Context: an optimization exercise on an open-source flow, tuned for small area, a short achievable clock period and few clock cycles. The choices shown serve that exercise and are no tape-out recipe.
In this exercise RTL edits were held to simulation tests only and were not proved equivalent to the original.
Power figures rest on the tool's default switching activity, not on a simulated workload.

==> flow/design.v <==
module zappy_codec (
    input  wire        clk,
    input  wire        rst,
    input  wire        host_we,
    input  wire [7:0]  host_addr,
    input  wire [63:0] host_wdata,
    output reg  [63:0] host_rdata,
    output wire        irq,
    output reg         mem_req,
    output reg         mem_we,
    output reg  [63:0] mem_addr,
    output reg  [7:0]  mem_wdata,
    input  wire        mem_ready,
    input  wire [7:0]  mem_rdata,
    input  wire        mem_err
);
    localparam [55:0] HW_ID = 56'h5A415050590001;
    localparam [7:0] OP_PUT_UV  = 8'h01;
    localparam [7:0] OP_PUT_V   = 8'h02;
    localparam [7:0] OP_GET_UV  = 8'h03;
    localparam [7:0] OP_GET_V   = 8'h04;
    localparam [7:0] OP_MAXLEN  = 8'h10;
    localparam [7:0] OP_ENCODE  = 8'h11;
    localparam [7:0] OP_DECLEN  = 8'h20;
    localparam [7:0] OP_DECODE  = 8'h21;
    localparam [7:0] E_OK        = 8'h00;
    localparam [7:0] E_CORRUPT   = 8'h01;
    localparam [7:0] E_TOO_LARGE = 8'h02;
    localparam [7:0] E_DST_SMALL = 8'h04;
    localparam [7:0] E_VTRUNC    = 8'h05;
    localparam [7:0] E_VOVF      = 8'h06;
    localparam [7:0] E_BAD_CMD   = 8'h07;
    localparam [7:0] E_UNSUPP    = 8'h08;
    localparam [7:0] E_BAD_RANGE = 8'h09;
    localparam [7:0] E_OVERLAP   = 8'h0A;
    localparam [7:0] E_BUS_ERROR = 8'h0B;
    localparam [3:0] S_IDLE  = 4'd0;
    localparam [3:0] S_START = 4'd1;    
    localparam [3:0] S_VRD   = 4'd2;    
    localparam [3:0] S_HDR   = 4'd3;    
    localparam [3:0] S_LCHK  = 4'd4;    
    localparam [3:0] S_LRD   = 4'd5;    
    localparam [3:0] S_WRB   = 4'd6;    
    localparam [3:0] S_CPY   = 4'd7;    
    localparam [3:0] S_CWR   = 4'd8;    
    localparam [3:0] S_CRD   = 4'd9;    
    localparam [3:0] S_LS2   = 4'd10;   
    localparam [3:0] S_END   = 4'd11;   
    localparam [1:0] V_HDR = 2'd0;
    localparam [1:0] V_TAG = 2'd1;      
    localparam [1:0] V_OFF = 2'd2;      
    reg        irq_en;
    reg [7:0]  cmd_last;
    reg        busy;
    reg        done;
    reg [7:0]  err;
    reg [63:0] src_base, src_len, dst_base, dst_cap;
    reg [63:0] result, value, vbuf0;
    reg [15:0] vbuf1;
    reg [7:0]  vcount;
    reg [3:0]  state;
    reg [1:0]  vkind;
    reg [3:0]  vi;        
    reg [63:0] vx;        
    reg [63:0] sp;        
    reg [63:0] srem;      
    reg [63:0] dp;        
    reg [63:0] orem;      
    reg [62:0] k;         
    reg [63:0] hist;      
    reg [15:0] d16;       
    reg        dbig;      
    reg [2:0]  sc;        
    reg        kcv_q, kco_q;
    assign irq = done & irq_en;
    wire wr_ok = host_we && (host_addr[2:0] == 3'b000);
    always @(*) begin
        host_rdata = 64'd0;
        if (host_addr[2:0] == 3'b000) begin
            case (host_addr[7:3])
                5'h00: host_rdata = {HW_ID, 8'h00};
                5'h01: host_rdata = {63'd0, irq_en};
                5'h02: host_rdata = {56'd0, cmd_last};
                5'h03: host_rdata = {48'd0, err, 6'd0, done, busy};
                5'h04: host_rdata = src_base;
                5'h05: host_rdata = src_len;
                5'h06: host_rdata = dst_base;
                5'h07: host_rdata = dst_cap;
                5'h08: host_rdata = result;
                5'h09: host_rdata = value;
                5'h0A: host_rdata = vbuf0;
                5'h0B: host_rdata = {48'd0, vbuf1};
                5'h0C: host_rdata = {56'd0, vcount};
                default: host_rdata = 64'd0;
            endcase
        end
    end
    wire [63:0] enc_x = (cmd_last == OP_PUT_V) ? ({value[62:0], 1'b0} ^ {64{value[63]}}) : value;
    wire [69:0] enc_xe = {6'd0, enc_x};
    reg  [9:0]  enc_more;     
    reg  [3:0]  enc_n;
    reg  [79:0] enc_b;
    integer ei;
    always @(*) begin
        enc_more[9] = 1'b0;
        for (ei = 8; ei >= 0; ei = ei - 1)
            enc_more[ei] = enc_more[ei + 1] | (enc_xe[7*(ei+1) +: 7] != 7'd0);
        enc_n = 4'd1;
        for (ei = 0; ei < 9; ei = ei + 1)
            if (enc_more[ei]) enc_n = ei[3:0] + 4'd2;
        enc_b = 80'd0;
        for (ei = 0; ei < 10; ei = ei + 1) begin
            enc_b[8*ei +: 7] = enc_xe[7*ei +: 7];
            enc_b[8*ei + 7]  = enc_more[ei];
        end
    end
    wire [79:0] dec_buf   = {vbuf1, vbuf0};
    wire [3:0]  dec_avail = (vcount > 8'd10) ? 4'd10 : vcount[3:0];
    reg  [9:0]  dec_reach, dec_in, dec_end;
    reg  [63:0] dec_x;
    reg  [3:0]  dec_c;
    reg         dec_trunc, dec_ovf;
    integer di;
    always @(*) begin
        dec_reach[0] = 1'b1;
        for (di = 1; di < 10; di = di + 1)
            dec_reach[di] = dec_reach[di - 1] & dec_buf[8*di - 1];
        for (di = 0; di < 10; di = di + 1)
            dec_in[di] = (dec_avail > di[3:0]);
        dec_trunc = 1'b0;
        for (di = 0; di < 10; di = di + 1)
            dec_trunc = dec_trunc | (dec_reach[di] & !dec_in[di]);
        dec_ovf = dec_reach[9] & dec_in[9] & (dec_buf[79:73] != 7'd0);
        for (di = 0; di < 9; di = di + 1)
            dec_x[7*di +: 7] = dec_buf[8*di +: 7] & {7{dec_reach[di]}};
        dec_x[63] = dec_buf[72] & dec_reach[9];
        for (di = 0; di < 9; di = di + 1)
            dec_end[di] = dec_reach[di] & !dec_buf[8*di + 7];
        dec_end[9] = dec_reach[9];
        dec_c = 4'd0;
        for (di = 0; di < 10; di = di + 1)
            if (dec_end[di]) dec_c = dec_c | (di[3:0] + 4'd1);
    end
    wire dec_ok = !dec_trunc && !dec_ovf;
    wire [63:0] dec_val = (cmd_last == OP_GET_V) ? ((dec_x >> 1) ^ {64{dec_x[0]}}) : dec_x;
    function [8:0] add8;      
        input [7:0] a;
        input [7:0] b;
        input       ci;
        integer j;
        reg c;
        begin
            c = ci;
            for (j = 0; j < 8; j = j + 1) begin
                add8[j] = a[j] ^ b[j] ^ c;
                c = (a[j] & b[j]) | (c & (a[j] ^ b[j]));
            end
            add8[8] = c;
        end
    endfunction
    function lt8;             
        input [7:0] a;
        input [7:0] b;
        input       li;
        integer j;
        reg l;
        begin
            l = li;
            for (j = 0; j < 8; j = j + 1)
                l = (~a[j] & b[j]) | (~(a[j] ^ b[j]) & l);
            lt8 = l;
        end
    endfunction
    function [63:0] inc64;
        input [63:0] a;
        integer j, q;
        reg [7:0] blk;      
        reg [7:0] cin;      
        reg       c;
        begin
            for (q = 0; q < 8; q = q + 1)
                blk[q] = &a[8*q +: 8];
            cin[0] = 1'b1;
            for (q = 1; q < 8; q = q + 1)
                cin[q] = cin[q - 1] & blk[q - 1];
            for (q = 0; q < 8; q = q + 1) begin
                c = cin[q];
                for (j = 0; j < 8; j = j + 1) begin
                    inc64[8*q + j] = a[8*q + j] ^ c;
                    c = c & a[8*q + j];
                end
            end
        end
    endfunction
    function [63:0] dec64;
        input [63:0] a;
        begin
            dec64 = ~inc64(~a);
        end
    endfunction
    wire        is_maxlen = (cmd_last == OP_MAXLEN);
    wire [63:0] a1 = is_maxlen ? 64'd10 : src_base;
    reg  [7:1]  c1r, c2r, l1r, l2r;
    wire [8:0]  s1 [0:7];
    wire [8:0]  s2 [0:7];
    wire [7:0]  l1o, l2o;
    genvar gs;
    generate
        for (gs = 0; gs < 8; gs = gs + 1) begin : g_win
            wire ci1 = (gs == 0) ? 1'b0 : c1r[gs];
            wire ci2 = (gs == 0) ? 1'b0 : c2r[gs];
            wire li1 = (gs == 0) ? 1'b0 : l1r[gs];
            wire li2 = (gs == 0) ? 1'b0 : l2r[gs];
            assign s1[gs]  = add8(a1[8*gs +: 8], src_len[8*gs +: 8], ci1);
            assign s2[gs]  = add8(dst_base[8*gs +: 8], dst_cap[8*gs +: 8], ci2);
            assign l1o[gs] = lt8(src_base[8*gs +: 8], s2[gs][7:0], li1);
            assign l2o[gs] = lt8(dst_base[8*gs +: 8], s1[gs][7:0], li2);
        end
    endgenerate
    wire [63:0] sum1, sum2;
    generate
        for (gs = 0; gs < 8; gs = gs + 1) begin : g_sum
            assign sum1[8*gs +: 8] = s1[gs][7:0];
            assign sum2[8*gs +: 8] = s2[gs][7:0];
        end
    endgenerate
    wire        cout1 = s1[7][8];
    wire        cout2 = s2[7][8];
    wire src_valid = (src_len == 64'd0) || !cout1 || (sum1 == 64'd0);
    wire dst_valid = (dst_cap == 64'd0) || !cout2 || (sum2 == 64'd0);
    wire overlap   = (src_len != 64'd0) && (dst_cap != 64'd0) &&
                     (cout2 || l1o[7]) && (cout1 || l2o[7]);
    wire settled   = (sc == 3'd7);
    reg  [7:1]  hlr;
    wire [7:0]  hlo;
    generate
        for (gs = 0; gs < 8; gs = gs + 1) begin : g_hdr
            wire li = (gs == 0) ? 1'b0 : hlr[gs];
            assign hlo[gs] = lt8(dst_cap[8*gs +: 8], vx[8*gs +: 8], li);
        end
    endgenerate
    wire [63:0] kx = {1'b0, k};
    reg  [7:2]  kor, ksr;
    wire [7:1]  koo, kso;
    assign koo[1] = (kx[15:0] < orem[15:0]);
    assign kso[1] = (kx[15:0] < srem[15:0]);
    generate
        for (gs = 2; gs < 8; gs = gs + 1) begin : g_kc
            assign koo[gs] = lt8(kx[8*gs +: 8], orem[8*gs +: 8], kor[gs]);
            assign kso[gs] = lt8(kx[8*gs +: 8], srem[8*gs +: 8], ksr[gs]);
        end
    endgenerate
    wire k_hi0    = (k[62:16] == 47'd0);
    wire kc_valid = k_hi0 | settled;
    wire kc_o_ok  = k_hi0 ? ((orem[63:16] != 48'd0) | koo[1]) : koo[7];
    wire kc_s_ok  = k_hi0 ? ((srem[63:16] != 48'd0) | kso[1]) : kso[7];
    wire [63:0] sa = (state == S_LS2) ? vx : dp;
    wire [63:0] sb = (state == S_LS2 || state == S_END) ? dst_base : vx;
    wire [16:0] sd0 = {1'b0, sa[15:0]} - {1'b0, sb[15:0]};
    reg  [7:2]  bsr;                  
    wire [8:0]  sd [2:7];
    generate
        for (gs = 2; gs < 8; gs = gs + 1) begin : g_sub
            assign sd[gs] = add8(sa[8*gs +: 8], ~sb[8*gs +: 8], bsr[gs]);
        end
    endgenerate
    wire [63:0] diff = {sd[7][7:0], sd[6][7:0], sd[5][7:0], sd[4][7:0],
                        sd[3][7:0], sd[2][7:0], sd0[15:0]};
    wire [7:2]  bsn  = {sd[6][8], sd[5][8], sd[4][8], sd[3][8], sd[2][8], !sd0[16]};
    wire        sub_ok  = (bsr == bsn);
    wire        sub_neg = !sd[7][8];
    reg [63:0] vx_merged;
    integer gi;
    always @(*) begin
        vx_merged = vx;
        for (gi = 0; gi < 9; gi = gi + 1) begin
            if (vi == gi[3:0])
                vx_merged[7*gi +: 7] = mem_rdata[6:0];
            else if (vi < gi[3:0])
                vx_merged[7*gi +: 7] = 7'd0;
        end
        if (vi == 4'd9)
            vx_merged[63] = mem_rdata[0];
        else
            vx_merged[63] = 1'b0;
    end
    wire m_hi4    = (vx[63:4] == 60'd0);
    wire m_hi16   = (vx[63:16] == 48'd0);
    wire m_short  = m_hi4 && (vx[3:0] != 4'd0) && (vx[3:0] <= 4'd8);
    wire m_zero   = m_hi4 && (vx[3:0] == 4'd0);
    wire mle_d_s  = dbig || (d16[15:4] != 12'd0) || (vx[3:0] <= d16[3:0]);
    wire mle_d_16 = dbig || (vx[15:0] <= d16);
    wire cpy_ok   = kcv_q && kco_q && m_short && mle_d_s;
    wire [2:0]  hsel  = (state == S_WRB) ? 3'd0 : (vx[2:0] - 3'd1);
    wire [7:0]  hbyte = hist[8*hsel +: 8];
    wire src_acc = (state == S_VRD) || (state == S_LCHK) || (state == S_LRD);
    wire srem_z  = (srem == 64'd0);
    wire orem_z  = (orem == 64'd0);
    wire k_z     = (k == 63'd0);
    always @(*) begin
        mem_req   = 1'b0;
        mem_we    = 1'b0;
        mem_addr  = src_acc ? sp : ((state == S_CRD) ? vx : dp);
        mem_wdata = hbyte;
        case (state)
            S_VRD, S_LCHK: mem_req = !srem_z;
            S_LRD, S_CRD:  mem_req = 1'b1;
            S_WRB, S_CWR:  begin mem_req = 1'b1;   mem_we = 1'b1; end
            S_CPY:         begin mem_req = cpy_ok; mem_we = 1'b1; end
            default: ;
        endcase
    end
    wire        mem_done = mem_req && mem_ready;
    wire [63:0] ptr_inc  = inc64(mem_addr);
    wire [63:0] cnt_dec  = dec64(src_acc ? srem : orem);
    wire [63:0] k_dec64  = dec64(kx);
    wire [62:0] k_dec    = k_dec64[62:0];
    wire [63:0] d16_inc  = inc64({48'd0, d16});
    always @(posedge clk) begin
        c1r <= {s1[6][8], s1[5][8], s1[4][8], s1[3][8], s1[2][8], s1[1][8], s1[0][8]};
        c2r <= {s2[6][8], s2[5][8], s2[4][8], s2[3][8], s2[2][8], s2[1][8], s2[0][8]};
        l1r <= l1o[6:0];
        l2r <= l2o[6:0];
        hlr <= hlo[6:0];
        kor <= koo[6:1];
        ksr <= kso[6:1];
        bsr <= bsn;
        kcv_q <= kc_valid;
        kco_q <= kc_o_ok;
        if (sc != 3'd7)
            sc <= sc + 3'd1;
        if (mem_done && (state == S_LCHK || state == S_LRD || state == S_CRD ||
                         state == S_CPY || state == S_CWR))
            hist <= {hist[55:0], (state == S_CPY || state == S_CWR) ? hbyte : mem_rdata};
        if (rst) begin
            irq_en   <= 1'b0;
            cmd_last <= 8'd0;
            busy     <= 1'b0;
            done     <= 1'b0;
            err      <= E_OK;
            src_base <= 64'd0;
            src_len  <= 64'd0;
            dst_base <= 64'd0;
            dst_cap  <= 64'd0;
            result   <= 64'd0;
            value    <= 64'd0;
            vbuf0    <= 64'd0;
            vbuf1    <= 16'd0;
            vcount   <= 8'd0;
            state    <= S_IDLE;
        end else begin
            if (wr_ok && host_addr[7:3] == 5'h01)
                irq_en <= host_wdata[0];
            if (wr_ok && host_addr[7:3] == 5'h03 && host_wdata[1])
                done <= 1'b0;
            if (wr_ok && !busy) begin
                case (host_addr[7:3])
                    5'h02: begin
                        cmd_last <= host_wdata[7:0];
                        busy     <= 1'b1;
                        done     <= 1'b0;
                        err      <= E_OK;
                        sc       <= 3'd0;
                        state    <= S_START;
                    end
                    5'h04: src_base <= host_wdata;
                    5'h05: src_len  <= host_wdata;
                    5'h06: dst_base <= host_wdata;
                    5'h07: dst_cap  <= host_wdata;
                    5'h09: value    <= host_wdata;
                    5'h0A: vbuf0    <= host_wdata;
                    5'h0B: vbuf1    <= host_wdata[15:0];
                    5'h0C: vcount   <= host_wdata[7:0];
                    default: ;
                endcase
            end
            case (state)
                S_IDLE: ;
                S_START: begin
                    sp    <= src_base;
                    srem  <= src_len;
                    dp    <= dst_base;
                    vi    <= 4'd0;
                    vkind <= V_HDR;
                    case (cmd_last)
                        OP_PUT_UV, OP_PUT_V: begin
                            vbuf0 <= enc_b[63:0];
                            vbuf1 <= enc_b[79:64];
                            finish({60'd0, enc_n});
                        end
                        OP_GET_UV, OP_GET_V: begin
                            if (dec_ok) begin
                                value <= dec_val;
                                finish({60'd0, dec_c});
                            end else begin
                                value <= 64'd0;
                                raise(dec_trunc ? E_VTRUNC : E_VOVF);
                            end
                        end
                        OP_MAXLEN:
                            if (settled)
                                finish(cout1 ? 64'hFFFF_FFFF_FFFF_FFFF : sum1);
                        OP_ENCODE:
                            raise(E_UNSUPP);
                        OP_DECLEN: begin
                            if (settled) begin
                                if (!src_valid)
                                    raise(E_BAD_RANGE);
                                else
                                    state <= S_VRD;
                            end
                        end
                        OP_DECODE: begin
                            if (settled) begin
                                if (!src_valid || !dst_valid)
                                    raise(E_BAD_RANGE);
                                else if (overlap)
                                    raise(E_OVERLAP);
                                else
                                    state <= S_VRD;
                            end
                        end
                        default:
                            raise(E_BAD_CMD);
                    endcase
                end
                S_VRD: begin
                    if (srem_z) begin
                        if (vkind == V_TAG && vi == 4'd0) begin
                            if (orem_z)
                                state <= S_END;
                            else
                                raise(E_CORRUPT);
                        end else begin
                            varint_fail;
                        end
                    end else if (mem_ready) begin
                        if (mem_err) begin
                            raise(E_BUS_ERROR);
                        end else if (vi == 4'd9 && mem_rdata[7:1] != 7'd0) begin
                            varint_fail;
                        end else begin
                            vx   <= vx_merged;
                            vi   <= vi + 4'd1;
                            sp   <= ptr_inc;
                            srem <= cnt_dec;
                            if (!mem_rdata[7]) begin
                                sc <= 3'd0;
                                case (vkind)
                                    V_HDR: state <= S_HDR;
                                    V_TAG: begin
                                        vi <= 4'd0;
                                        k  <= vx_merged[63:1];
                                        if (vx_merged[0])
                                            vkind <= V_OFF;
                                        else
                                            state <= S_LCHK;
                                    end
                                    default: begin
                                        vi    <= 4'd0;
                                        state <= S_CPY;
                                    end
                                endcase
                            end
                        end
                    end
                end
                S_HDR: begin
                    orem <= vx;
                    d16  <= 16'd0;
                    dbig <= 1'b0;
                    if (cmd_last == OP_DECLEN) begin
                        if (vx[63]) begin
                            value <= 64'd0;
                            raise(E_TOO_LARGE);
                        end else begin
                            value <= {60'd0, vi};
                            finish(vx);
                        end
                    end else if (vx[63]) begin
                        raise(E_TOO_LARGE);
                    end else if (settled) begin
                        if (hlo[7])
                            raise(E_DST_SMALL);
                        else begin
                            vi    <= 4'd0;
                            vkind <= V_TAG;
                            state <= S_VRD;
                        end
                    end
                end
                S_LCHK: begin
                    if (kc_valid) begin
                        if (!kc_o_ok || !kc_s_ok)
                            raise(E_CORRUPT);
                        else if (mem_ready) begin
                            if (mem_err)
                                raise(E_BUS_ERROR);
                            else begin
                                sp    <= ptr_inc;
                                srem  <= cnt_dec;
                                state <= S_WRB;
                            end
                        end
                    end
                end
                S_LRD: begin
                    if (mem_ready) begin
                        if (mem_err)
                            raise(E_BUS_ERROR);
                        else begin
                            sp    <= ptr_inc;
                            srem  <= cnt_dec;
                            state <= S_WRB;
                        end
                    end
                end
                S_CRD: begin
                    if (mem_ready) begin
                        if (mem_err)
                            raise(E_BUS_ERROR);
                        else begin
                            vx    <= ptr_inc;
                            state <= S_WRB;
                        end
                    end
                end
                S_WRB, S_CWR: begin
                    if (mem_ready) begin
                        if (mem_err)
                            raise(E_BUS_ERROR);
                        else begin
                            wrote;
                            if (!k_z)
                                state <= (state == S_CWR) ? S_CWR :
                                         (vkind == V_OFF) ? S_CRD : S_LRD;
                        end
                    end
                end
                S_CPY: begin
                    if (kcv_q) begin
                        if (!kco_q || m_zero) begin
                            raise(E_CORRUPT);
                        end else if (m_short) begin
                            if (!mle_d_s)
                                raise(E_CORRUPT);
                            else if (mem_ready) begin
                                if (mem_err)
                                    raise(E_BUS_ERROR);
                                else begin
                                    wrote;
                                    if (!k_z)
                                        state <= S_CWR;
                                end
                            end
                        end else if (sub_ok) begin
                            if (sub_neg)
                                raise(E_CORRUPT);
                            else if (m_hi16) begin
                                if (!mle_d_16)
                                    raise(E_CORRUPT);
                                else begin
                                    vx    <= diff;
                                    state <= S_CRD;
                                end
                            end else if (!dbig) begin
                                raise(E_CORRUPT);
                            end else begin
                                vx    <= diff;
                                state <= S_LS2;
                            end
                        end
                    end
                end
                S_LS2: begin
                    if (sub_ok) begin
                        if (sub_neg)
                            raise(E_CORRUPT);
                        else
                            state <= S_CRD;
                    end
                end
                S_END: begin
                    if (sub_ok)
                        finish(diff);
                end
                default: state <= S_IDLE;
            endcase
        end
    end
    task wrote;
        begin
            dp   <= ptr_inc;
            orem <= cnt_dec;
            k    <= k_dec;
            if (!dbig) begin
                d16 <= d16_inc[15:0];
                if (d16 == 16'hFFFF)
                    dbig <= 1'b1;
            end
            if (k_z) begin
                vkind <= V_TAG;
                state <= S_VRD;
            end
        end
    endtask
    task finish(input [63:0] r);
        begin
            result <= r;
            err    <= E_OK;
            busy   <= 1'b0;
            done   <= 1'b1;
            state  <= S_IDLE;
        end
    endtask
    task raise(input [7:0] code);
        begin
            result <= 64'd0;
            err    <= code;
            busy   <= 1'b0;
            done   <= 1'b1;
            state  <= S_IDLE;
        end
    endtask
    task varint_fail;
        begin
            if (vkind == V_HDR && cmd_last == OP_DECLEN)
                value <= 64'd0;
            raise(E_CORRUPT);
        end
    endtask
endmodule
==> flow/run.sh <==
#!/bin/bash
# synth_recipe.tcl (not shown) runs the flow's synth.tcl, then flattens the netlist and writes it again
# the make line also repeats each setting of config.mk as NAME=value (left out here)
make -C /OpenROAD-flow-scripts/flow DESIGN_CONFIG=/design/flow/config.mk WORK_HOME=/design/flow/orfs CLKGATE_MAP_FILE= SYNTH_SCRIPT=/design/flow/synth_recipe.tcl finish
==> flow/config.mk <==
export PLATFORM = sky130hd
export DESIGN_NAME = zappy_codec
export DESIGN_NICKNAME = zappy_codec
export VERILOG_FILES = /design/flow/design.v
export SDC_FILE = /design/flow/constraint.sdc
export NUM_CORES = 4
export LEC_CHECK = 0
export CAP_MARGIN = 20
export CORE_MARGIN = 2
export CORE_UTILIZATION = 40
export SETUP_SLACK_MARGIN = 5
export SLEW_MARGIN = 20
==> flow/constraint.sdc <==
create_clock -name core_clock -period 12.0 [get_ports {clk}]
set_input_delay 2.4000 -clock core_clock [delete_from_list [all_inputs] [get_ports {clk}]]
set_output_delay 2.4000 -clock core_clock [all_outputs]
set_load 0.01 [all_outputs]
==> results.cfg, run 1 <==
[sta]
max_slew_margin = 0.126
min_period_ns = 7.13
fin_worst_skew_ns = 0.0713
worst_pin_slew_ns = 1.31
final-max-slew-violation-count = 0
rsz0062_at_grt = yes
fmax_mhz = 140
final.setup.tns_ns = 0
finalSetupViolations = 0
hold_viol = 0
fin_crit_sh = 0.594

[yosys]
syn-num-nets = 8852
async_flop_share = 0
yosys_warnings = 1
synthesis.area_sq_mm = 0.0701
ys_dominant_reg_cell = dfxtp_1
syn_area_per_cell_sq_um = 8.70
synth-edff-count = 470
netlist_instances = 8062
ys_seq_area_frac = 0.359
ys_seq_elements = 1023
synth_cell_types = 94

[floorplan]
pin_count = 224
start_util = 0.403
die_w_um = 423
die_h_um = 423
rows = 153
die_area_sq_mm = 0.179
core_sq_mm = 0.174

[critical_path]
ff2ff_setup_slack_ns = 5.14
crit_fanout = 16
startpoint_type = input pin
cp-end-kind = primary output
path_class = input pin to primary output
cp.required_ns = 9.60
crit_arrival_ns = 4.73

[detailed_routing]
wl_per_cell_um = 31.9
num_vias = 67600
first_pass_iters = 10
vias_per_cell = 6.41
drc_errors = 0
ant_nets = 0
wl_mm = 337
drtIter0Drc = 10800

[grt]
grt_pass1_wl_mm = 469
antenna_found_initial = 13
grt_max_degree = 103
grt_use_total = 0.361
overflow = 0
first_global_vias = 62600

[outcome]
status = finished clean

[power_and_ir_drop]
p_per_area_mw_per_mm2 = 98.3
ir_drop_v = 0.000118
p_leak_nw = 31.3
power.total_mw = 8.03

[cts]
cts_max_path_buffers = 3
cts-buffers-inserted = 119
cts_tree = built
cts-root-buf = clkbuf_16
clk_pin_slew_ns = 0.06
h-tree-depth = 3
clk_latency_ns = 0.81
clock_sinks = 1023

[flow_run]
drv_cap = 0

[placement]
place_congestion = 1.02
numPortBuffers = 223
hpwlAfterDp_mm = 242

[final_layout]
drive_above_1_share = 0.0909
final_common_cell = nand2_1
layout_common_cells = nand2_1, a21oi_1, inv_1
layout.nets = 8915
area_growth_syn_to_layout_pct = 16.5

[worst_hold_path]
hold_class = flip-flop to flip-flop
## synth_stat cells (39+ instances only)
| library cell | count | area share |
|---|---|---|
| nand2b_1 | 74 | 0.0066 |
| and3_1 | 49 | 0.0044 |
| mux2i_1 | 320 | 0.046 |
| nor4_1 | 118 | 0.011 |
| nand4_1 | 72 | 0.0064 |
| mux2_2 | 39 | 0.0063 |
| nand2_1 | 1215 | 0.065 |
| a222oi_1 | 48 | 0.0068 |
| dfxtp_1 | 553 | 0.16 |
| nor2_1 | 515 | 0.028 |
| o221ai_1 | 89 | 0.011 |
| a211oi_1 | 141 | 0.015 |
| a221oi_1 | 78 | 0.0097 |
| fa_1 | 175 | 0.050 |
| buf_2 | 43 | 0.0031 |
| a31oi_1 | 86 | 0.0077 |
| a22o_1 | 92 | 0.011 |
| xor2_1 | 51 | 0.0064 |
| inv_1 | 574 | 0.031 |
| nor3_1 | 59 | 0.0042 |
| o21ai_0 | 416 | 0.030 |
| xnor2_1 | 130 | 0.016 |
| clkbuf_1 | 446 | 0.024 |
| nor2b_1 | 55 | 0.0049 |
| nand3_1 | 58 | 0.0041 |
| a21oi_1 | 826 | 0.059 |
| o22a_1 | 39 | 0.0049 |
| ha_1 | 530 | 0.095 |
| a21o_1 | 156 | 0.017 |
| edfxtp_1 | 470 | 0.20 |
| a22oi_1 | 170 | 0.018 |
| buf_1 | 55 | 0.0029 |
## path summary, 6_finish.rpt
kind         depth (start not counted)             end         start
max                                  9  host_rdata[18]  host_addr[7]
max reg2reg                         25       result[2]   cmd_last[2]
min                                  0        hist[61]      hist[53]
min reg2reg                          0        hist[61]      hist[53]
## sequential cells by signal, summed over array words and instances (netlist names), 8 cells and up
signal    flops
result       64
dp           64
vbuf1        16
dst_base     64
cmd_last      8
vx           64
vbuf0        64
orem         64
k            63
err           8
dst_cap      64
vcount        8
sp           64
hist         64
src_base     64
value        64
d16          16
srem         64
src_len      64
## repair_timing
item / in CTS / in global routing
endpoints found under the setup margin: 242 / 174
buffers inserted: 57 / 29
hold buffers: 0 / 0
gates cloned: 28 / 9
pin swaps: 72 / 29
resized for setup: 280 / 66
## logic make-up after synthesis
family,Yosys count,share of synthesized area
mux,359,0.0519
buf+inv,1131,0.0618
xor+xnor,181,0.0226
simple gates,2346,0.149
compound gates,2317,0.211
fa+ha+maj,705,0.144
flops,1023,0.359
## stage by stage
step	setup slack (ns)	hold WS, ns	cells	utilization	area [sq um]
6_report	4.87	0.444	10600	0.470	81700
3_3_place_gp	3.18	0.429	10200	0.429	74600
4_1_cts	4.88	0.444	10500	0.465	81000
5_1_grt	4.89	0.447	10600	0.470	81700
2_1_floorplan	4.20	0.426	8062	-	70200
3_5_place_dp	3.07	0.431	10200	0.429	74600
## power breakdown
group	internal, mW	switching, mW
combinational	0.0893	0.192
clock	2.42	1.69
sequential	3.62	0.0145
## final cells by class
type	instances	area, sq um
Clock inverter	73	1050
Sequential cell	1023	25200
Tap cell	2325	2910
Inverter	576	2170
Antenna cell	5	12.5
Multi-Input combinational cell	5924	42000
Clock buffer	150	3270
Timing Repair Buffer	481	5070
Fill cell	16700	92300
## per-layer routing
layer  vias up  wire length [um]  GRT usage
met5         -                72          0
met3       898             42000     0.0884
met1     32900            135000      0.497
met4        12             23000      0.202
met2      4700            137000      0.513
li1      29200                 -          -
## critical path, cell delays in order
cell and delay, ns:
clkdlybuf4s15_2 0.28, nand3b_1 0.14, buf_4 0.20, nor3_4 0.07, buf_12 0.17, clkbuf_16 0.22
a222oi_1 0.62, a31oi_1 0.24, dlygate4sd2_1 0.36
Testbench counts, summed over its fixed seeds: cycles 123,631.
==> run 2: changes to the inputs <==
--- a/flow/design.v
+++ b/flow/design.v
@@ -48,2 +48,3 @@
     localparam [3:0] S_END   = 4'd11;   
+    localparam [3:0] S_LSUB  = 4'd12;   
     localparam [1:0] V_HDR = 2'd0;
@@ -233,2 +234,7 @@
     wire settled   = (sc == 3'd7);
+    wire win_ok = (c1r == {s1[6][8], s1[5][8], s1[4][8], s1[3][8], s1[2][8], s1[1][8], s1[0][8]}) &&
+                  (c2r == {s2[6][8], s2[5][8], s2[4][8], s2[3][8], s2[2][8], s2[1][8], s2[0][8]}) &&
+                  (l1r == l1o[6:0]) && (l2r == l2o[6:0]);
+    reg  win_ok_q, hdr_ok_q, sub_ok_q;
+    wire win_done = (sc != 3'd0) && win_ok_q;
     reg  [7:1]  hlr;
@@ -256,4 +262,5 @@
     wire kc_s_ok  = k_hi0 ? ((srem[63:16] != 48'd0) | kso[1]) : kso[7];
-    wire [63:0] sa = (state == S_LS2) ? vx : dp;
-    wire [63:0] sb = (state == S_LS2 || state == S_END) ? dst_base : vx;
+    reg         sa_vx, sb_db;         
+    wire [63:0] sa = sa_vx ? vx : dp;
+    wire [63:0] sb = sb_db ? dst_base : vx;
     wire [16:0] sd0 = {1'b0, sa[15:0]} - {1'b0, sb[15:0]};
@@ -269,4 +276,4 @@
     wire [7:2]  bsn  = {sd[6][8], sd[5][8], sd[4][8], sd[3][8], sd[2][8], !sd0[16]};
-    wire        sub_ok  = (bsr == bsn);
     wire        sub_neg = !sd[7][8];
+    wire        sub_done = (sc != 3'd0) && sub_ok_q;
     reg [63:0] vx_merged;
@@ -327,2 +334,5 @@
         bsr <= bsn;
+        win_ok_q <= win_ok;
+        hdr_ok_q <= (hlr == hlo[6:0]);
+        sub_ok_q <= (bsr == bsn);
         kcv_q <= kc_valid;
@@ -400,3 +410,3 @@
                         OP_MAXLEN:
-                            if (settled)
+                            if (win_done)
                                 finish(cout1 ? 64'hFFFF_FFFF_FFFF_FFFF : sum1);
@@ -405,3 +415,3 @@
                         OP_DECLEN: begin
-                            if (settled) begin
+                            if (win_done) begin
                                 if (!src_valid)
@@ -413,3 +423,3 @@
                         OP_DECODE: begin
-                            if (settled) begin
+                            if (win_done) begin
                                 if (!src_valid || !dst_valid)
@@ -429,4 +439,8 @@
                         if (vkind == V_TAG && vi == 4'd0) begin
-                            if (orem_z)
+                            if (orem_z) begin
+                                sa_vx <= 1'b0;
+                                sb_db <= 1'b1;
+                                sc    <= 3'd0;
                                 state <= S_END;
+                            end
                             else
@@ -447,3 +461,5 @@
                             if (!mem_rdata[7]) begin
-                                sc <= 3'd0;
+                                sc    <= 3'd0;
+                                sa_vx <= 1'b0;
+                                sb_db <= 1'b0;
                                 case (vkind)
@@ -481,3 +497,3 @@
                         raise(E_TOO_LARGE);
-                    end else if (settled) begin
+                    end else if ((sc != 3'd0) && hdr_ok_q) begin
                         if (hlo[7])
@@ -555,16 +571,32 @@
                             end
-                        end else if (sub_ok) begin
-                            if (sub_neg)
-                                raise(E_CORRUPT);
-                            else if (m_hi16) begin
-                                if (!mle_d_16)
-                                    raise(E_CORRUPT);
-                                else begin
-                                    vx    <= diff;
-                                    state <= S_CRD;
-                                end
-                            end else if (!dbig) begin
+                        end else if (m_hi16) begin
+                            if (!mle_d_16)
                                 raise(E_CORRUPT);
+                            else if (!sd0[16]) begin
+                                vx    <= {dp[63:16], sd0[15:0]};
+                                state <= S_CRD;
                             end else begin
-                                vx    <= diff;
+                                sc    <= 3'd0;
+                                state <= S_LSUB;
+                            end
+                        end else if (!dbig) begin
+                            raise(E_CORRUPT);
+                        end else begin
+                            sc    <= 3'd0;
+                            state <= S_LSUB;
+                        end
+                    end
+                end
+                S_LSUB: begin
+                    if (settled) begin
+                        if (sub_neg)
+                            raise(E_CORRUPT);
+                        else begin
+                            vx <= diff;
+                            if (m_hi16)
+                                state <= S_CRD;
+                            else begin
+                                sa_vx <= 1'b1;
+                                sb_db <= 1'b1;
+                                sc    <= 3'd0;
                                 state <= S_LS2;
@@ -575,3 +607,3 @@
                 S_LS2: begin
-                    if (sub_ok) begin
+                    if (settled) begin
                         if (sub_neg)
@@ -583,3 +615,3 @@
                 S_END: begin
-                    if (sub_ok)
+                    if (sub_done)
                         finish(diff);
==> run 2 against run 1 <==
Effect of this change: power up 0.34%; via count up 1.5%; area after synthesis grew 2.4%; sequential share of layout area down 0.091 points.
==> results.cfg, run 2 <==
[sta]
fin_crit_sh = 0.589
hold_viol = 0
post-route-worst-setup-slack_ns = 4.93
finalSetupViolations = 0
max_slew_margin = 0.184
fmax_mhz = 142
fin_worst_skew_ns = 0.0526
min_period_ns = 7.07
worst_pin_slew_ns = 1.21
final-max-slew-violation-count = 0
final.setup.tns_ns = 0
rsz0062_at_grt = yes

[grt]
overflow = 0
grtUsageMet1 = 0.559
use_met3 = 0.104
antenna_found_initial = 13
first_global_vias = 63600
grt_use_met2 = 0.524
grt_pass1_wl_mm = 499
grt_max_degree = 184
grt_use_total = 0.384
busiest_layer = met1

[detailed_routing]
vias_per_cell = 6.40
drtIter0Drc = 10100
wl_mm = 363
ant_nets = 0
drc_errors = 0
first_pass_iters = 8
wl_per_cell_um = 33.8
num_vias = 68700

[power_and_ir_drop]
p_clk_frac = 0.506
switching_share = 0.244
p_int_mw = 6.10
comb_power_share = 0.039
p_leak_nw = 30.4
p_per_area_mw_per_mm2 = 97.9
share_seq_of_total_power = 0.455
power.switching_mw = 1.96
ir_drop_v = 0.000122

[cts]
cts_max_path_buffers = 3
cts-buffers-inserted = 130
cts_tree = built
cts-root-buf = clkbuf_16
hold_buffers = 0
clk_pin_slew_ns = 0.06
clk_latency_ns = 0.83
h-tree-depth = 4
clock_sinks = 1028

[yosys]
ys_dominant_reg_cell = dfxtp_1
netlist.area_leader.share = 0.197
synth_compound_area_frac = 0.209
ys_seq_area_frac = 0.352
netlist_instances = 8263
synth_simple_gate_area_share = 0.154
async_flop_share = 0
synth-xor-area-share = 0.0250
yosys.area.top_type = edfxtp_1
syn_area_per_cell_sq_um = 8.69
yosys_warnings = 1
synth_cell_types = 100
synth_common_cells = nand2_1, a21oi_1, nor2_1
syn-num-nets = 9055
synth.area.top_cells = edfxtp_1, dfxtp_1, ha_1, nand2_1, a21oi_1
synth-edff-count = 472
post-synth-top-count-cell = nand2_1
synth_top_family_by_area = compound AO/OA/AOI/OAI gates
synth-adder-area-share = 0.141
synth_mux_area_frac = 0.0569
ys_seq_elements = 1028
synthesis.area_sq_mm = 0.0718

[critical_path]
cp-end-kind = primary output
cp.required_ns = 9.60
startpoint_type = input pin
slowest_delay_ns = 0.59
ff2ff_setup_slack_ns = 5.07
path_cells = clkdlybuf4s15_2, nor2_2, nand2_4, buf_4, nor2_4, a222oi_1, a31oi_4, clkdlybuf4s50_1
r2r_cells = 19
worst_path_max_delay_cell = clkdlybuf4s50_1
crit_arrival_ns = 4.67
r2r-start = dst_base[0]
path_class = input pin to primary output
worstReg2RegEnd = result[11]
crit_fanout = 12

[placement]
place_congestion = 1.02
hpwlAfterDp_mm = 274
pre_cts_ws_ns = 3.26
numPortBuffers = 223

[final_layout]
drive_above_1_share = 0.0869
layout.nets = 9054
layout_common_cells = nand2_1, a21oi_1, nor2_1
final_common_cell = nand2_1
area_growth_syn_to_layout_pct = 14.6

[floorplan]
die_w_um = 428
start_util = 0.403
rows = 155
die_area_sq_mm = 0.183
pin_count = 224
die_h_um = 428
core_sq_mm = 0.178

[worst_hold_path]
hold_start = hist[30]
min_to = hist[38]
hold_path_depth = 0
hold_class = flip-flop to flip-flop

[flow_run]
drv_cap = 0

[outcome]
status = finished clean
[run 2: changes by cell type after synthesis, moves of 24 or more]
cell,previous run,this run
inv_1,574,550
a211oi_1,141,92
o221ai_1,89,29
a221oi_1,78,111
a22o_1,92,64
buf_2,43,80
o2bb2ai_1,22,57
a21o_1,156,126
nor2_1,515,568
mux2_2,39,89
nand3_1,58,85
or3_1,9,39
[run 2: logic make-up (layout without fill, tap and decap cells)]
kind of cell / count (synthesis) / after routing
simple gates: 2472 / 2477
compound gates: 2329 / 2329
buf+inv: 1126 / 1225
flops: 1028 / 1028
fa+ha+maj: 707 / 707
mux: 396 / 396
xor+xnor: 205 / 205
other cells: 0 / 9
[run 2: timing repair]
item,CTS,global route
buffers inserted,19,11
cloned,10,6
pin swaps,51,42
endpoints found under the hold margin,0,0
gates resized for setup,211,103
setup endpoints to repair,195,186
[run 2: worst max-delay path by stage]
| stage | from | end | slack (ns) | cells after the start |
|---|---|---|---|---|
| floorplan | rst | orem[0] | 5.07 | 4 |
| global placement | host_addr[7] | host_rdata[30] | 3.26 | 8 |
| detailed placement | host_addr[7] | host_rdata[30] | 3.26 | 8 |
| CTS | host_addr[6] | host_rdata[19] | 4.73 | 9 |
| global route | host_addr[5] | host_rdata[16] | 4.92 | 9 |
| finish | host_addr[5] | host_rdata[16] | 4.93 | 8 |
[run 2: layout make-up]
cell class              instances  area [sq um]
diodes                          9          22.5
clock buffers                 173          3570
clock inverters                64           699
fillers                     17400         96100
inverters                     552          2080
multi-input cells            6114         43300
flip-flops and latches       1028         25300
well taps                    2355          2950
repair buffers                436          4370
[run 2: critical path, delay by kind of cell]
kind                   cells  cell delay (ns)
buffers and inverters      3             1.05
and+or+nand+nor            3             0.70
AOI/OAI and AO/OA          2             0.50
[run 2: power groups by stage]
stage	registers, mW	logic [mW]	clock network [mW]
after floorplan	3.73	0.136	0
after global placement	3.74	0.279	0
after detailed placement	3.74	0.278	0
after CTS	3.67	0.297	4.09
after global routing	3.67	0.321	4.22
final	3.67	0.314	4.08
[run 2: metal layers]
layer,up-vias,wire length [um]
met3,667,42400
met1,33900,158000
met4,2,18600
met5,-,15
met2,4308,144000
li1,29900,-
[run 2: through the flow]
stage / area [sq um] / std cells / util / hold slack (ns) / power (mW)
after global routing: 82300 / 10700 / 0.461 / 0.453 / 8.21
final: 82300 / 10700 / 0.461 / 0.439 / 8.06
after CTS: 81700 / 10700 / 0.458 / 0.441 / 8.05
after detailed placement: 76300 / 10400 / 0.428 / 0.426 / 4.02
after floorplan: 71800 / 8263 / - / 0.420 / 3.86
after global placement: 76300 / 10400 / 0.428 / 0.425 / 4.02
Testbench counts of run 2, summed over its fixed seeds: cycles 122,520.
==> run 3: changes to the inputs <==
==> flow/flow/run.sh (new file) <==
#!/bin/bash
# The standard layout (the standard.sh: standard synthesis and ORFS steps),
# with one change: the buffers that ORFS puts on every input and output port
# are sky130_fd_sc_hd__buf_4 instead of the cell buffer_ports picks by itself.
set -euo pipefail
export BUFFER_PORTS_ARGS="-buffer_cell sky130_fd_sc_hd__buf_4"
bash standard.sh > standard_flow.log 2>&1
==> flow/standard.sh (new file) <==
#!/bin/bash
# synth_recipe.tcl (not shown) runs the flow's synth.tcl, then flattens the netlist and writes it again
# the make line also repeats each setting of config.mk as NAME=value (left out here)
make -C /OpenROAD-flow-scripts/flow DESIGN_CONFIG=/design/flow/config.mk WORK_HOME=/design/flow/orfs CLKGATE_MAP_FILE= SYNTH_SCRIPT=/design/flow/synth_recipe.tcl "${@:-finish}"
--- a/flow/config.mk
+++ b/flow/config.mk
@@ -9,3 +9,5 @@
 export CORE_MARGIN = 2
-export CORE_UTILIZATION = 40
+export CORE_UTILIZATION = 55
+export CTS_BUF_LIST = sky130_fd_sc_hd__clkbuf_4 sky130_fd_sc_hd__clkbuf_8
+export PLACE_DENSITY_LB_ADDON = 0.2
 export SETUP_SLACK_MARGIN = 5
removed: flow/run.sh
==> run 3 against run 2 <==
Effect of this change: clock-buffer cell count is 88 higher; clock power fell by 15%; register-to-register slack got worse by 0.03 ns; first-iteration DRC count rose by 17%; routed wire length down 9.0%; via count up 1.1%; largest power group is now registers; power decreased by 7.7%; non-clock buffer count down 34; sequential power hardly changed; area after synthesis unchanged.
==> results.cfg, run 3 <==
[yosys]
synth.area.top_cells = edfxtp_1, dfxtp_1, ha_1, nand2_1, a21oi_1
synth_common_cells = nand2_1, a21oi_1, nor2_1
syn-num-nets = 9055
netlist.area_leader.share = 0.197
yosys_warnings = 1
netlist_instances = 8263
synth-edff-count = 472
synth_cell_types = 100
ys_seq_elements = 1028
ys_seq_area_frac = 0.352
async_flop_share = 0
yosys.area.top_type = edfxtp_1
post-synth-top-count-cell = nand2_1
ys_dominant_reg_cell = dfxtp_1
syn_area_per_cell_sq_um = 8.69
synthesis.area_sq_mm = 0.0718

[critical_path]
r2r_cells = 25
cpMostUsedCell = buf_4
path_cells = buf_4, nand2b_1, nor2_4, buf_12, a222oi_1, a31oi_1, buf_4
crit_arrival_ns = 4.61
slowest_delay_ns = 0.89
startpoint_type = input pin
r2r-start = cmd_last[7]
crit_fanout = 65
cp-end-kind = primary output
path_class = input pin to primary output
cp.required_ns = 9.60
worst_path_max_delay_cell = a222oi_1
startpoint = host_addr[4]

[grt]
busiest_layer = met1
grt_use_total = 0.479
grtUsageMet1 = 0.658
grt_max_degree = 194
grt_use_met2 = 0.640
grt_pass1_wl_mm = 460
overflow = 0
use_met3 = 0.195
first_global_vias = 63500
antenna_found_initial = 16

[worst_hold_path]
hold_start = hist[51]
hold_path_depth = 0
hold_class = flip-flop to flip-flop

[sta]
worst_pin_slew_ns = 1.30
rsz0062_at_grt = no
final-max-slew-violation-count = 0
max_slew_margin = 0.125
finalSetupViolations = 0
fmax_mhz = 143
hold_viol = 0
final.setup.tns_ns = 0
fin_crit_sh = 0.585
min_period_ns = 7.01
fin_worst_skew_ns = 0.105

[final_layout]
drive_above_1_share = 0.112
seq_area_sq_mm = 0.0253
area_growth_syn_to_layout_pct = 10.5
layout_common_cells = nand2_1, a21oi_1, nor2_1
final_common_cell = nand2_1
n_fill_cell = 11600
finalInstanceArea_sq_mm = 0.0794
layout.nets = 9069
multiInputGateArea_sq_mm = 0.0427

[cts]
cts_max_path_buffers = 3
h-tree-depth = 4
clk_pin_slew_ns = 0.06
clock_sinks = 1028
cts_tree = built
cts-buffers-inserted = 183
clk_latency_ns = 1.00
cts-root-buf = clkbuf_8

[detailed_routing]
vias_per_cell = 6.84
first_pass_iters = 9
drc_errors = 0
ant_nets = 0
wl_mm = 330
drtIter0Drc = 11800
wl_per_cell_um = 32.5
num_vias = 69500

[placement]
hpwlAfterDp_mm = 247
place_congestion = 1.09
numPortBuffers = 223
place_area_sq_mm = 0.0747

[power_and_ir_drop]
p_leak_nw = 29.5
p_per_area_mw_per_mm2 = 93.7
ir_drop_v = 0.000111

[floorplan]
die_w_um = 365
die_area_sq_mm = 0.133
core_sq_mm = 0.129
start_util = 0.555
die_h_um = 365
rows = 132
pin_count = 224

[outcome]
status = finished clean

[flow_run]
drv_cap = 0
run 3: cell types whose count changed in the layout (fill, tap and decap cells not counted), sizes merged, moves of 3 or more:
cell / change
buf: +188
bufinv: -9
clkbuf: +85
clkdlybuf4s50: -156
diode: -4
dlygate4sd2: -27
dlymetal6s2s: -32
nor2: -3
run 3: metrics by stage:
stage	cells	setup WS [ns]	hold WS, ns	total power, mW	utilization
2_1_floorplan	8263	5.07	0.420	3.86	-
3_3_place_gp	9799	3.54	0.423	4.00	0.577
3_5_place_dp	9799	3.40	0.427	4.00	0.577
4_1_cts	10100	4.99	0.443	7.39	0.610
5_1_grt	10200	4.97	0.450	7.57	0.613
6_report	10200	4.99	0.443	7.44	0.613
run 3: path summary, 6_finish.rpt:
check | end | slack [ns]
hold / removal | hist[59] | 0.44
setup reg to reg | result[45] | 5.04
hold reg to reg | hist[59] | 0.44
setup / recovery | host_rdata[9] | 4.99
run 3: layer usage:
metal  vias up  routed length (um)
met5         -                 460
met4        20               20200
met3       928               53800
met2      5502              128000
met1     33100              128000
li1      29900                   -
run 3: critical path, delay by kind of cell:
kind	cells	cell delay [ns]
AOI/OAI and AO/OA	2	1.15
and+or+nand+nor	2	0.43
buffers and inverters	3	0.62
run 3: layout make-up:
type                       instances  share of cell area
antenna                            5            0.000158
clock buffer                     261              0.0414
clock inverter                    58             0.00558
inverter                         552              0.0262
multi-input combinational       6110               0.537
sequential                      1028               0.319
tap                             1742              0.0275
timing repair buffer             402              0.0430
run 3: power breakdown:
group / total (mW) / switching [mW] / internal, mW
Clock: 3.48 / 1.65 / 1.83
Sequential: 3.67 / 0.0207 / 3.65
Combinational: 0.290 / 0.206 / 0.0840
run 3: cell families (layout without fill, tap and decap cells):
kind of cell | count (synthesis) | count (layout) | share of synthesized area
AO/OA/AOI/OAI | 2329 | 2329 | 0.209
XOR/XNOR | 205 | 205 | 0.0250
adder cells (fa/ha/maj) | 707 | 707 | 0.141
buffers and inverters | 1126 | 1273 | 0.0612
flip-flops | 1028 | 1028 | 0.352
multiplexers | 396 | 396 | 0.0569
other | 0 | 5 | 0
AND/OR/NAND/NOR | 2472 | 2473 | 0.154
run 3: timing repair:
action	in CTS	in global routing
hold endpoints to repair	0	0
hold buffers	0	0
gates resized for setup	63	48
pin swaps	10	9
endpoints found under the setup margin	161	118
gates cloned	4	7
buffers inserted	13	11
==> run 4: changes to the inputs <==
--- a/flow/design.v
+++ b/flow/design.v
@@ -36,15 +36,15 @@
     localparam [7:0] E_BUS_ERROR = 8'h0B;
-    localparam [3:0] S_IDLE  = 4'd0;
-    localparam [3:0] S_START = 4'd1;    
-    localparam [3:0] S_VRD   = 4'd2;    
-    localparam [3:0] S_HDR   = 4'd3;    
-    localparam [3:0] S_LCHK  = 4'd4;    
-    localparam [3:0] S_LRD   = 4'd5;    
-    localparam [3:0] S_WRB   = 4'd6;    
-    localparam [3:0] S_CPY   = 4'd7;    
-    localparam [3:0] S_CWR   = 4'd8;    
-    localparam [3:0] S_CRD   = 4'd9;    
-    localparam [3:0] S_LS2   = 4'd10;   
-    localparam [3:0] S_END   = 4'd11;   
-    localparam [3:0] S_LSUB  = 4'd12;   
+    localparam [5:0] S_IDLE  = 6'b000000;
+    localparam [5:0] S_START = 6'b000001;   
+    localparam [5:0] S_HDR   = 6'b000010;   
+    localparam [5:0] S_WRB   = 6'b000011;   
+    localparam [5:0] S_CPY   = 6'b000100;   
+    localparam [5:0] S_CWR   = 6'b000101;   
+    localparam [5:0] S_LS2   = 6'b000110;   
+    localparam [5:0] S_END   = 6'b000111;   
+    localparam [5:0] S_LSUB  = 6'b001000;   
+    localparam [5:0] S_VRD   = 6'b100000;   
+    localparam [5:0] S_LCHK  = 6'b100001;   
+    localparam [5:0] S_LRD   = 6'b100010;   
+    localparam [5:0] S_CRD   = 6'b010000;   
     localparam [1:0] V_HDR = 2'd0;
@@ -61,3 +61,4 @@
     reg [7:0]  vcount;
-    reg [3:0]  state;
+    reg        is_putv, is_getv, is_maxlen;    
+    reg [5:0]  state;
     reg [1:0]  vkind;
@@ -98,3 +99,3 @@
     end
-    wire [63:0] enc_x = (cmd_last == OP_PUT_V) ? ({value[62:0], 1'b0} ^ {64{value[63]}}) : value;
+    wire [63:0] enc_x = is_putv ? ({value[62:0], 1'b0} ^ {64{value[63]}}) : value;
     wire [69:0] enc_xe = {6'd0, enc_x};
@@ -145,3 +146,3 @@
     wire dec_ok = !dec_trunc && !dec_ovf;
-    wire [63:0] dec_val = (cmd_last == OP_GET_V) ? ((dec_x >> 1) ^ {64{dec_x[0]}}) : dec_x;
+    wire [63:0] dec_val = is_getv ? ((dec_x >> 1) ^ {64{dec_x[0]}}) : dec_x;
     function [8:0] add8;      
@@ -201,3 +202,2 @@
     endfunction
-    wire        is_maxlen = (cmd_last == OP_MAXLEN);
     wire [63:0] a1 = is_maxlen ? 64'd10 : src_base;
@@ -238,2 +238,3 @@
     reg  win_ok_q, hdr_ok_q, sub_ok_q;
+    reg  src_valid_q, dst_valid_q, overlap_q;
     wire win_done = (sc != 3'd0) && win_ok_q;
@@ -300,5 +301,5 @@
     wire cpy_ok   = kcv_q && kco_q && m_short && mle_d_s;
-    wire [2:0]  hsel  = (state == S_WRB) ? 3'd0 : (vx[2:0] - 3'd1);
+    reg  [2:0]  hsel;     
     wire [7:0]  hbyte = hist[8*hsel +: 8];
-    wire src_acc = (state == S_VRD) || (state == S_LCHK) || (state == S_LRD);
+    wire src_acc = state[5];
     wire srem_z  = (srem == 64'd0);
@@ -309,3 +310,3 @@
         mem_we    = 1'b0;
-        mem_addr  = src_acc ? sp : ((state == S_CRD) ? vx : dp);
+        mem_addr  = state[5] ? sp : (state[4] ? vx : dp);
         mem_wdata = hbyte;
@@ -335,2 +336,5 @@
         win_ok_q <= win_ok;
+        src_valid_q <= src_valid;
+        dst_valid_q <= dst_valid;
+        overlap_q   <= overlap;
         hdr_ok_q <= (hlr == hlo[6:0]);
@@ -347,2 +351,5 @@
             cmd_last <= 8'd0;
+            is_putv  <= 1'b0;
+            is_getv  <= 1'b0;
+            is_maxlen <= 1'b0;
             busy     <= 1'b0;
@@ -369,2 +376,5 @@
                         cmd_last <= host_wdata[7:0];
+                        is_putv  <= (host_wdata[7:0] == OP_PUT_V);
+                        is_getv  <= (host_wdata[7:0] == OP_GET_V);
+                        is_maxlen <= (host_wdata[7:0] == OP_MAXLEN);
                         busy     <= 1'b1;
@@ -416,3 +426,3 @@
                             if (win_done) begin
-                                if (!src_valid)
+                                if (!src_valid_q)
                                     raise(E_BAD_RANGE);
@@ -424,5 +434,5 @@
                             if (win_done) begin
-                                if (!src_valid || !dst_valid)
+                                if (!src_valid_q || !dst_valid_q)
                                     raise(E_BAD_RANGE);
-                                else if (overlap)
+                                else if (overlap_q)
                                     raise(E_OVERLAP);
@@ -467,3 +477,4 @@
                                     V_TAG: begin
-                                        vi <= 4'd0;
+                                        vi   <= 4'd0;
+                                        hsel <= 3'd0;
                                         k  <= vx_merged[63:1];
@@ -476,2 +487,3 @@
                                         vi    <= 4'd0;
+                                        hsel  <= vx_merged[2:0] - 3'd1;
                                         state <= S_CPY;
@@ -576,2 +588,3 @@
                                 vx    <= {dp[63:16], sd0[15:0]};
+                                hsel  <= 3'd0;
                                 state <= S_CRD;
@@ -579,2 +592,3 @@
                                 sc    <= 3'd0;
+                                hsel  <= 3'd0;
                                 state <= S_LSUB;
@@ -585,2 +599,3 @@
                             sc    <= 3'd0;
+                            hsel  <= 3'd0;
                             state <= S_LSUB;
==> flow/flow/run.sh (replaced) <==
#!/bin/bash
# The standard layout (the standard.sh: standard synthesis and ORFS steps),
# with two changes:
# - the buffers that ORFS puts on every input and output port are
#   sky130_fd_sc_hd__buf_4 instead of the cell buffer_ports picks by itself;
# - ORFS's timing repair aims for 5.4 ns of setup slack at the design's clock.
set -euo pipefail
export BUFFER_PORTS_ARGS="-buffer_cell sky130_fd_sc_hd__buf_4"
export SETUP_SLACK_MARGIN=5.4
bash standard.sh > standard_flow.log 2>&1
--- a/flow/config.mk
+++ b/flow/config.mk
@@ -12,3 +12,2 @@
 export PLACE_DENSITY_LB_ADDON = 0.2
-export SETUP_SLACK_MARGIN = 5
 export SLEW_MARGIN = 20
==> run 4 against run 3 <==
Effect of this change: register-to-register slack improved by 0.46 ns; non-clock buffer count increased by 2; clock-buffer cell count increased by 9; final cell count shrank 0.67%; fmax is 5.7% higher; sequential cell count up 11; sequential power grew 1%; critical path type unchanged; largest power group unchanged.
==> results.cfg, run 4 <==
[yosys]
async_flop_share = 0
netlist.area_leader.share = 0.200
yosys.area.top_type = edfxtp_1
ys_dominant_reg_cell = dfxtp_1
ys_seq_area_frac = 0.358
netlist_instances = 8120
yosys_warnings = 1
ys_seq_elements = 1039
synthesis.area_sq_mm = 0.0714
syn-num-nets = 8911
post-synth-top-count-cell = nand2_1
synth.area.top_cells = edfxtp_1, dfxtp_1, ha_1, nand2_1, a21oi_1
syn_area_per_cell_sq_um = 8.79
synth-edff-count = 475
synth_common_cells = nand2_1, a21oi_1, inv_1
synth_cell_types = 96

[floorplan]
start_util = 0.553
rows = 132
die_area_sq_mm = 0.133
core_sq_mm = 0.129
pin_count = 224
die_h_um = 364
die_w_um = 364

[critical_path]
path_class = input pin to primary output
startpoint_type = input pin
cp.required_ns = 9.60
path_cells = buf_4, or3b_4, nor2_4, buf_4, buf_12, clkbuf_16, a22oi_1, a31oi_1, buf_4
cp_num_buf_inv = 5
slowest_delay_ns = 0.44
cp_top_family = buffers and inverters
worst_path_max_delay_cell = or3b_4
cp-end-kind = primary output
crit_fanout = 8
crit_arrival_ns = 4.24
cpMostUsedCell = buf_4

[cts]
cts_tree = built
cts_max_path_buffers = 3
h-tree-depth = 4
hold_buffers = 0
clock_sinks = 1039
clk_latency_ns = 0.99
cts-buffers-inserted = 185
clk_pin_slew_ns = 0.06
cts-root-buf = clkbuf_8

[placement]
dpl.cell_count = 9696
hpwlAfterDp_mm = 253
numPortBuffers = 223
place_congestion = 1.11

[power_and_ir_drop]
comb_power_share = 0.040
switching_share = 0.253
power.total_mw = 7.61
share_seq_of_total_power = 0.487
ir_drop_v = 0.000107
p_per_area_mw_per_mm2 = 95.8
p_int_mw = 5.69
p_leak_nw = 29.3
power.switching_mw = 1.93
p_clk_frac = 0.474

[sta]
holdWs_ns = 0.445
rsz0062_at_grt = yes
min_period_ns = 6.64
hold_viol = 0
fin_crit_sh = 0.553
fmax_mhz = 151
max_slew_margin = 0.160
final.setup.tns_ns = 0
fin_worst_skew_ns = 0.0411
final-max-slew-violation-count = 0
finalSetupViolations = 0
worst_pin_slew_ns = 1.25

[detailed_routing]
ant_nets = 0
vias_per_cell = 6.93
first_pass_iters = 13
drtIter0Drc = 12800
num_vias = 69900
wl_mm = 338
drc_errors = 0
wl_per_cell_um = 33.5

[grt]
first_global_vias = 64100
grt_pass1_wl_mm = 468
grt_use_total = 0.493
overflow = 0
antenna_found_initial = 23
grt_max_degree = 149

[final_layout]
layout.nets = 8974
area_growth_syn_to_layout_pct = 11.3
layout_common_cells = nand2_1, a21oi_1, inv_1
layout.cells.non_filler = 10100
final_common_cell = nand2_1
n_fill_cell = 11200
drive_above_1_share = 0.118

[worst_hold_path]
hold_class = flip-flop to flip-flop

[flow_run]
drv_cap = 0

[outcome]
status = finished clean
-- run 4: layout make-up --
class                   count  area [sq um]  share of cell area
clock buffers             270          3320              0.0417
repair buffers            404          3470              0.0437
flip-flops and latches   1039         25600               0.322
diodes                     12          30.0            0.000378
clock inverters            70           573             0.00721
well taps                1742          2180              0.0274
multi-input cells        5978         42100               0.530
inverters                 575          2170              0.0273
-- run 4: cell families after synthesis --
family	after synthesis	synth area share
buf+inv	1103	0.0606
fa+ha+maj	706	0.142
compound gates	2181	0.194
flops	1039	0.358
simple gates	2458	0.155
mux	446	0.0667
xor+xnor	187	0.0230
-- run 4: worst reg2reg max path: stages (launching register included) --
cell and delay, ns:
dfxtp_4 0.55, buf_4 0.59, buf_4 0.70, mux2i_1 0.16, o21ai_0 0.70, nand4_1 0.33, nor4_2 0.75, and3_1 0.36
and3_1 0.33, and2_1 0.20, ha_1 0.15, ha_1 0.18, ha_1 0.17, ha_1 0.17, ha_1 0.15, ha_1 0.15
ha_1 0.17, xor2_1 0.25, o21ai_0 0.13
-- run 4: repair_timing --
item	CTS	global route
pin swaps	12	18
hold endpoints to repair	0	0
gates resized for setup	62	30
cloned	6	6
buffers inserted	15	12
endpoints found under the setup margin	66	66
-- run 4: power by group through the flow --
stage          sequential, mW  combinational [mW]  clock [mW]
6_report                 3.71               0.302        3.61
5_1_grt                  3.70               0.305        3.73
4_1_cts                  3.70               0.277        3.58
3_5_place_dp             3.78               0.267           0
3_3_place_gp             3.78               0.266           0
2_1_floorplan            3.77               0.138           0
-- run 4: worst paths after layout --
path | startpoint | endpoint | slack (ns) | depth (start not counted)
worst max register to register | state[4] | sp[63] | 5.50 | 18
worst max-delay path | host_addr[7] | host_rdata[11] | 5.36 | 9
worst min register to register | hist[22] | hist[30] | 0.45 | 0
worst min-delay path | hist[22] | hist[30] | 0.45 | 0
-- run 4: metrics by stage --
stage	cell area, sq um	util	worst slack (ns)
final	79500	0.615	5.36
after global routing	79400	0.615	5.30
after CTS	79000	0.612	5.38
after detailed placement	74500	0.577	4.60
after global placement	74500	0.577	4.60
after floorplan	71400	-	5.06
-- run 4: metal layers --
layer,vias to the layer above,track usage,share of wire,wire (um)
met1,33200,0.684,0.39,130000
met4,18,0.236,0.063,21100
met3,1046,0.205,0.17,58000
met2,6183,0.652,0.38,128000
met5,-,0.00182,0.00048,163
li1,29400,-,-,-
Testbench counts of run 4, summed over its fixed seeds: cycles 122,520.
==> run 5: changes to the inputs <==
--- a/flow/design.v
+++ b/flow/design.v
@@ -62,2 +62,3 @@
     reg        is_putv, is_getv, is_maxlen;    
+    reg        a1_same;   
     reg [5:0]  state;
@@ -239,3 +240,3 @@
     reg  src_valid_q, dst_valid_q, overlap_q;
-    wire win_done = (sc != 3'd0) && win_ok_q;
+    wire win_done = ((sc != 3'd0) || a1_same) && win_ok_q;
     reg  [7:1]  hlr;
@@ -379,2 +380,3 @@
                         is_maxlen <= (host_wdata[7:0] == OP_MAXLEN);
+                        a1_same  <= (is_maxlen == (host_wdata[7:0] == OP_MAXLEN));
                         busy     <= 1'b1;
@@ -509,3 +511,3 @@
                         raise(E_TOO_LARGE);
-                    end else if ((sc != 3'd0) && hdr_ok_q) begin
+                    end else if (hlr == hlo[6:0]) begin
                         if (hlo[7])
==> run 5 against run 4 <==
Effect of this change: largest power group unchanged; register-to-register slack better by 0.13 ns; global-route usage fell by 1.4 points; largest cell class unchanged; hold slack worse by 0.00075 ns.
==> results.cfg, run 5 <==
[yosys]
post-synth-top-count-cell = nand2_1
synth-edff-count = 476
synth-xor-area-share = 0.0236
netlist_instances = 8048
syn_area_per_cell_sq_um = 8.85
synthesis.area_sq_mm = 0.0712
netlist.area_leader.share = 0.201
yosys.area.top_type = edfxtp_1
synth.area.top_cells = edfxtp_1, dfxtp_1, ha_1, nand2_1, fa_1
synth_cell_types = 86
synth_common_cells = nand2_1, a21oi_1, inv_1
synth_top_family_by_area = compound AO/OA/AOI/OAI gates
syn-num-nets = 8839
ys_seq_area_frac = 0.359
synth-adder-area-share = 0.142
synth_compound_area_frac = 0.196
yosys_warnings = 1
ys_dominant_reg_cell = dfxtp_1
synth_mux_area_frac = 0.0717
async_flop_share = 0
ys_seq_elements = 1039
synth_simple_gate_area_share = 0.148

[final_layout]
finalInstanceArea_sq_mm = 0.0798
area_growth_syn_to_layout_pct = 12.0
drive_above_1_share = 0.125
final_common_cell = nand2_1
layout_common_cells = nand2_1, a21oi_1, inv_1
layout.nets = 8917

[detailed_routing]
num_vias = 68900
wl_per_cell_um = 32.8
ant_nets = 0
drtIter0Drc = 11700
drc_errors = 0
vias_per_cell = 6.87
wl_mm = 329
first_pass_iters = 12

[grt]
grt_max_degree = 121
first_global_vias = 63300
grt_use_total = 0.478
grt_pass1_wl_mm = 456
overflow = 0
antenna_found_initial = 13

[cts]
clock_sinks = 1039
h-tree-depth = 4
cts-root-buf = clkbuf_8
cts-buffers-inserted = 185
clk_latency_ns = 0.98
clk_pin_slew_ns = 0.07
cts_max_path_buffers = 3
hold_buffers = 0
cts_tree = built

[power_and_ir_drop]
p_per_area_mw_per_mm2 = 95.1
ir_drop_v = 0.000113
p_leak_nw = 30.2
power.total_mw = 7.59

[sta]
fin_worst_skew_ns = 0.0463
final.setup.tns_ns = 0
post-route-worst-setup-slack_ns = 5.32
final-max-slew-violation-count = 0
fmax_mhz = 150
fin_crit_sh = 0.556
holdWs_ns = 0.444
worst_pin_slew_ns = 1.23
min_period_ns = 6.68
finalSetupViolations = 0
rsz0062_at_grt = yes
hold_viol = 0
max_slew_margin = 0.170

[critical_path]
startpoint_type = input pin
path_class = input pin to primary output
crit_arrival_ns = 4.28
cp-end-kind = primary output
crit_fanout = 8
cp.required_ns = 9.60

[floorplan]
rows = 132
die_h_um = 364
core_sq_mm = 0.129
die_w_um = 364
start_util = 0.552
pin_count = 224
die_area_sq_mm = 0.132

[placement]
hpwlAfterDp_mm = 244
place_congestion = 1.10
numPortBuffers = 223
pre_cts_ws_ns = 4.59
place_area_sq_mm = 0.0746

[outcome]
status = finished clean

[flow_run]
drv_cap = 0

[worst_hold_path]
hold_class = flip-flop to flip-flop
-- run 5: logic make-up after synthesis --
logic type,count (synthesis)
multiplexers,474
flip-flops,1039
adder cells (fa/ha/maj),706
AND/OR/NAND/NOR,2335
XOR/XNOR,192
buffers and inverters,1110
AO/OA/AOI/OAI,2192
-- run 5: final cells by class --
| type | instances | area (sq um) |
|---|---|---|
| Timing Repair Buffer | 420 | 3690 |
| Inverter | 581 | 2180 |
| Clock buffer | 270 | 3390 |
| Tap cell | 1742 | 2180 |
| Clock inverter | 67 | 514 |
| Fill cell | 11200 | 49200 |
| Sequential cell | 1039 | 25600 |
| Multi-Input combinational cell | 5899 | 42200 |
| Antenna cell | 17 | 42.5 |
-- run 5: per-layer routing --
metal,part of all wire,up-vias,track usage
met2,0.39,5618,0.644
met1,0.38,33000,0.665
met5,0.00027,-,0
li1,-,29300,-
met3,0.16,1041,0.178
met4,0.066,8,0.241
-- run 5: final timing paths --
kind,startpoint,slack [ns],endpoint,cells past startpoint
hold / removal,hist[12],0.44,hist[20],0
hold reg to reg,hist[12],0.44,hist[20],0
setup reg to reg,is_maxlen,5.63,win_ok_q,25
setup / recovery,host_addr[5],5.32,host_rdata[10],9
-- run 5: power breakdown --
group / internal (mW) / leakage [nW] / switching (mW)
clock network: 1.91 / 2.08 / 1.69
registers: 3.68 / 8.44 / 0.0236
logic: 0.0831 / 19.6 / 0.197
total: 5.68 / 30.2 / 1.91
-- run 5: critical path, stage by stage --
cell	delay, ns
buf_8	0.10
or3b_4	0.45
nor3_4	0.20
buf_12	0.19
buf_12	0.11
buf_16	0.15
a222oi_1	0.12
a31oi_1	0.33
buf_4	0.19
-- run 5: per-stage QoR --
stage               cells   util
finish              10000  0.619
global route        10000  0.618
CTS                  9995  0.613
detailed placement   9645  0.578
global placement     9645  0.578
floorplan            8048      -
-- run 5: what timing repair did --
item                                    4_1_cts  5_1_grt
gates resized for setup                      75       61
endpoints found under the setup margin       65       65
pin swaps                                    56       41
gates cloned                                  7        6
buffers inserted                              6       16
Testbench counts of run 5, summed over its fixed seeds: cycles 122,336.

[port drivers added, routing unchanged]
No port has a modelled driver above. Below, the same layouts with a new extraction and two added sets of constraints. Step 1 sets driving cells, clkbuf_16 on the clock port and buf_2 on the other inputs (assumed; they add their load-dependent delay and slew). Step 2, shift: input delay + t, output delay - t, t = (earliest + latest rising clock arrival at the registers) / 2. This alone moves slack from input paths to output paths. Three values: ideal, step 1, step 2; two values: the first two.
| run | shift t [ns] | setup slack, ns | latest minus earliest clock arrival (ns) | pins driven straight from the clock port |
|---|---|---|---|---|
| run 1 | 0.863 | 4.869 / 4.846 / 4.424 | 0.071 / 0.071 | 1 |
| run 2 | 0.901 | 4.934 / 4.897 / 4.897 | 0.054 / 0.054 | 1 |
| run 3 | 1.026 | 4.985 / 4.959 / 4.959 | 0.104 / 0.105 | 1 |
| run 4 | 1.050 | 5.364 / 5.338 / 5.338 | 0.041 / 0.041 | 1 |
| run 5 | 1.038 | 5.325 / 5.281 / 5.281 | 0.048 / 0.048 | 1 |
After both steps setup and hold are still met in every run listed. The setup slack of run 1, which loses most, moves by -0.023 ns with the drivers and by -0.445 ns with both steps.
